This design comes from an exercise in tuning for small area and a short achievable clock period on the open sky130 flow, not from production work. At most, simulation tests tie the RTL to the original design; equivalence was not proved.

==> inputs of job 2859 <==
==> flow/design.v <==
module mdu4 (
    input  wire        clk,
    input  wire        rst,
    input  wire        in_valid,
    input  wire        in_op,         
    input  wire [31:0] in_a,
    input  wire [31:0] in_b,
    input  wire [4:0]  in_tag,
    input  wire [3:0]  in_rob,
    input  wire [31:0] in_pc,
    output reg         out_valid,
    output reg  [31:0] out_value,
    output reg  [4:0]  out_tag,
    output reg  [3:0]  out_rob,
    output reg         fault,
    output reg  [31:0] fault_pc
);
    localparam UOPW = 1 + 1 + 32 + 32 + 5 + 4 + 32;
    reg [UOPW-1:0] mul1, mul2, mul3, mul4;
    wire        m4_valid = mul4[UOPW-1];
    wire        m4_op    = mul4[UOPW-2];
    wire [31:0] m4_a     = mul4[UOPW-3 -: 32];
    wire [31:0] m4_b     = mul4[UOPW-35 -: 32];
    wire [4:0]  m4_tag   = mul4[UOPW-67 -: 5];
    wire [3:0]  m4_rob   = mul4[UOPW-72 -: 4];
    wire [31:0] m4_pc    = mul4[31:0];
    wire [31:0] product  = m4_a * m4_b;
    wire        a_neg    = m4_a[31];
    wire        b_neg    = m4_b[31];
    wire [31:0] a_mag    = a_neg ? (~m4_a + 32'd1) : m4_a;
    wire [31:0] b_mag    = b_neg ? (~m4_b + 32'd1) : m4_b;
    wire [31:0] q_mag    = (b_mag == 32'd0) ? 32'd0 : (a_mag / b_mag);
    wire [31:0] quotient = (a_neg ^ b_neg) ? (~q_mag + 32'd1) : q_mag;
    wire [31:0] result   = m4_op ? quotient : product;
    wire        div_zero = m4_valid && m4_op && (m4_b == 32'd0);
    wire [UOPW-1:0] issue_uop = {in_valid, in_op, in_a, in_b, in_tag, in_rob, in_pc};
    always @(posedge clk) begin
        if (rst) begin
            mul1      <= {UOPW{1'b0}};
            mul2      <= {UOPW{1'b0}};
            mul3      <= {UOPW{1'b0}};
            mul4      <= {UOPW{1'b0}};
            out_valid <= 1'b0;
            out_value <= 32'd0;
            out_tag   <= 5'd0;
            out_rob   <= 4'd0;
            fault     <= 1'b0;
            fault_pc  <= 32'd0;
        end else if (!fault) begin
            if (div_zero) begin
                out_valid <= 1'b0;
                fault     <= 1'b1;
                fault_pc  <= m4_pc;
            end else begin
                out_valid <= m4_valid;
                if (m4_valid) begin
                    out_value <= result;
                    out_tag   <= m4_tag;
                    out_rob   <= m4_rob;
                end
                mul4 <= mul3;
                mul3 <= mul2;
                mul2 <= mul1;
                mul1 <= issue_uop;
            end
        end
    end
endmodule
==> flow/run.sh <==
#!/bin/bash
# synth_recipe.tcl (not shown) runs the flow's synth.tcl, then flattens the netlist and writes it again
# the make line also repeats each setting of config.mk as NAME=value (left out here)
make -C /OpenROAD-flow-scripts/flow DESIGN_CONFIG=/design/flow/config.mk WORK_HOME=/design/flow/orfs CLKGATE_MAP_FILE= SYNTH_SCRIPT=/design/flow/synth_recipe.tcl finish
==> flow/config.mk <==
export PLATFORM = sky130hd
export DESIGN_NAME = mdu4
export DESIGN_NICKNAME = mdu4
export VERILOG_FILES = /design/flow/design.v
export SDC_FILE = /design/flow/constraint.sdc
export NUM_CORES = 4
export LEC_CHECK = 0
export CAP_MARGIN = 20
export CORE_MARGIN = 2
export CORE_UTILIZATION = 40
export SLEW_MARGIN = 20
==> flow/constraint.sdc <==
create_clock -name core_clock -period 80.0 [get_ports {clk}]
set_input_delay 16.0000 -clock core_clock [delete_from_list [all_inputs] [get_ports {clk}]]
set_output_delay 16.0000 -clock core_clock [all_outputs]
set_load 0.01 [all_outputs]
==> job 2707: changes against job 2859 <==
==> flow/design.v, changed modules only <==
module mdu4 (
    input  wire        clk,
    input  wire        rst,
    input  wire        in_valid,
    input  wire        in_op,         
    input  wire [31:0] in_a,
    input  wire [31:0] in_b,
    input  wire [4:0]  in_tag,
    input  wire [3:0]  in_rob,
    input  wire [31:0] in_pc,
    output reg         out_valid,
    output reg  [31:0] out_value,
    output reg  [4:0]  out_tag,
    output reg  [3:0]  out_rob,
    output reg         fault,
    output reg  [31:0] fault_pc
);
    localparam K1 = 6, K2 = 15, K3 = 24;
    reg v1, v2, v3, v4;           
    reg z2, z3, z4;               
    reg op1, op2, op3, op4;
    reg [8:0] tr1, tr2, tr3, tr4;   
    reg [31:0] a1, b1;
    reg [31:0] y2, y3, y4;        
    reg [31:0] ab2, ab3, ab4;     
    reg        sn2, sn3, sn4;     
    reg [K1-1:0] r2;
    reg [K2-1:0] r3;
    reg [K3-1:0] r4;
    wire z1 = v1 & op1 & (b1 == 32'd0);
    wire [31:0] a_in = (op1 & a1[31]) ? (~a1 + 32'd1) : a1;
    wire [31:0] y_in = op1 ? (b1[31] ? (b1 - 32'd1) : ~b1) : b1;
    wire        sn_in = a1[31] ^ b1[31];
    wire [31:0] rin  [0:31];
    wire [31:0] rout [0:31];
    wire [31:0] abv  [0:32];
    wire        opv  [0:31];
    wire [31:0] yv   [0:31];
    genvar s;
    generate
        for (s = 0; s < 32; s = s + 1) begin : row
            if (s < K1) begin : st1
                assign opv[s] = op1;
                assign yv[s]  = y_in;
            end else if (s < K2) begin : st2
                assign opv[s] = op2;
                assign yv[s]  = y2;
            end else if (s < K3) begin : st3
                assign opv[s] = op3;
                assign yv[s]  = y3;
            end else begin : st4
                assign opv[s] = op4;
                assign yv[s]  = y4;
            end
            wire [31:0] abi = (s == 0)  ? a_in :
                              (s == K1) ? ab2 :
                              (s == K2) ? ab3 :
                              (s == K3) ? ab4 : abv[s];
            wire [31:0] ri  = (s == K1) ? {{(32-K1){1'b0}}, r2} :
                              (s == K2) ? {{(32-K2){1'b0}}, r3} :
                              (s == K3) ? {{(32-K3){1'b0}}, r4} :
                              (s == 0)  ? 32'd0 : rout[s-1];
            assign rin[s] = ri;
            wire        op   = opv[s];
            wire [31:0] y    = yv[s];
            wire        abit = abi[31-s];
            wire [s:0]  x;
            if (s == 0) begin : x0
                assign x = op & abit;
            end else begin : xs
                assign x = {ri[s-1:0], op & abit};
            end
            wire [s+1:0] sum = {1'b0, x} + {1'b0, y[s:0]} + {{(s+1){1'b0}}, op};
            wire         hz;
            if (s == 31) begin : hz31
                assign hz = 1'b1;
            end else begin : hzs
                assign hz = &y[31:s+1];
            end
            wire sel = op ? (sum[s+1] & hz) : abit;
            wire [s:0] ro = sel ? sum[s:0] : x;
            if (s == 31) begin : ro31
                assign rout[s] = ro;
            end else begin : ros
                assign rout[s] = {{(31-s){1'b0}}, ro};
            end
            assign abv[s+1] = (abi & ~(32'd1 << (31-s))) | ({31'd0, sel} << (31-s));
        end
    endgenerate
    wire [31:0] q      = abv[32];
    wire [31:0] result = op4 ? (sn4 ? (~q + 32'd1) : q) : rout[31];
    always @(posedge clk) begin
        v1 <= !rst & in_valid;
        v2 <= !rst & v1;
        v3 <= !rst & v2;
        v4 <= !rst & v3;
        z2 <= !rst & z1;
        z3 <= !rst & z2;
        z4 <= !rst & z3;
        op1 <= in_op;  a1 <= in_a;  b1 <= in_b;  tr1 <= {in_tag, in_rob};
        op2 <= op1;  y2 <= y_in;     ab2 <= abv[K1]; sn2 <= sn_in; r2 <= rout[K1-1][K1-1:0]; tr2 <= tr1;
        op3 <= op2;  y3 <= y2;       ab3 <= abv[K2]; sn3 <= sn2;   r3 <= rout[K2-1][K2-1:0]; tr3 <= tr2;
        op4 <= op3;  y4 <= y3;       ab4 <= abv[K3]; sn4 <= sn3;   r4 <= rout[K3-1][K3-1:0]; tr4 <= tr3;
        out_valid <= !rst & !fault & v4 & !z4;
        fault     <= !rst & (fault | z4);
        out_value <= result;
        {out_tag, out_rob} <= tr4;
        if (!(fault | z1 | z2 | z3 | z4))
            fault_pc <= in_pc;
    end
endmodule
Settings changed: ABC_AREA set to 1.
==> qor summary <==
Status: job 2859 finished clean; job 2707 finished clean
Count of filler cells inserted in the layout: job 2859 16120; job 2707 12030
Critical path depth in cells: job 2859 342; job 2707 115
Xor-xnor portion of the synthesized cell area: job 2859 0.06486; job 2707 0.07690
Fraction of met1 tracks used by global routing: job 2859 0.4047; job 2707 0.3928
Router iterations before antenna repair: job 2859 7; job 2707 6
Count of state elements after synthesis: job 2859 503; job 2707 426
Number of global-route vias before repair: job 2859 61890; job 2707 44560
Global Route met3 Usage: job 2859 0.04443; job 2707 0.03249
Seq/Total Area, Yosys: job 2859 0.1581; job 2707 0.1919
Die ar.: job 2859 162500 sq um; job 2707 118000 sq um
CP dominant cell by count: job 2859 ha_1; job 2707 nand2_1
Worst clock skew: job 2859 0.04005 ns; job 2707 0.05654 ns
TritonCTS Buffers: job 2859 55; job 2707 49
Post CTS Setup Buffer Count: job 2859 10; job 2707 0
Layout Cell Area excl Fill: job 2859 73180 sq um; job 2707 51370 sq um
Function not checked in job 2707: the RTL went through the layout flow alone.

re-timing with driven ports:
In the flow no input, the clock included, has a driving cell. The finished layouts below were timed again as built, in two steps. Step 1, drivers: a clkbuf_16 drives clk and a buf_2 each remaining input, both assumed. Step 2 times the ports against the registers' clock, not the clock port: input delays grow and output delays shrink by t, the midpoint of the rising clock arrivals with the driver on. a / b / c = ideal / step 1 / step 2; a / b = the first two.
| run | t, ns | setup slack, ns | hold WS [ns] | worst setup path after step 2 |
|---|---|---|---|---|
| job 2859 | 0.729 | 3.763 / 3.763 / 3.763 | 0.421 / 0.421 / 0.421 | register to register |
| job 2707 | 0.710 | 54.613 / 54.613 / 54.613 | 0.315 / 0.315 / 0.315 | register to register |
After both steps every run listed still meets setup and hold.
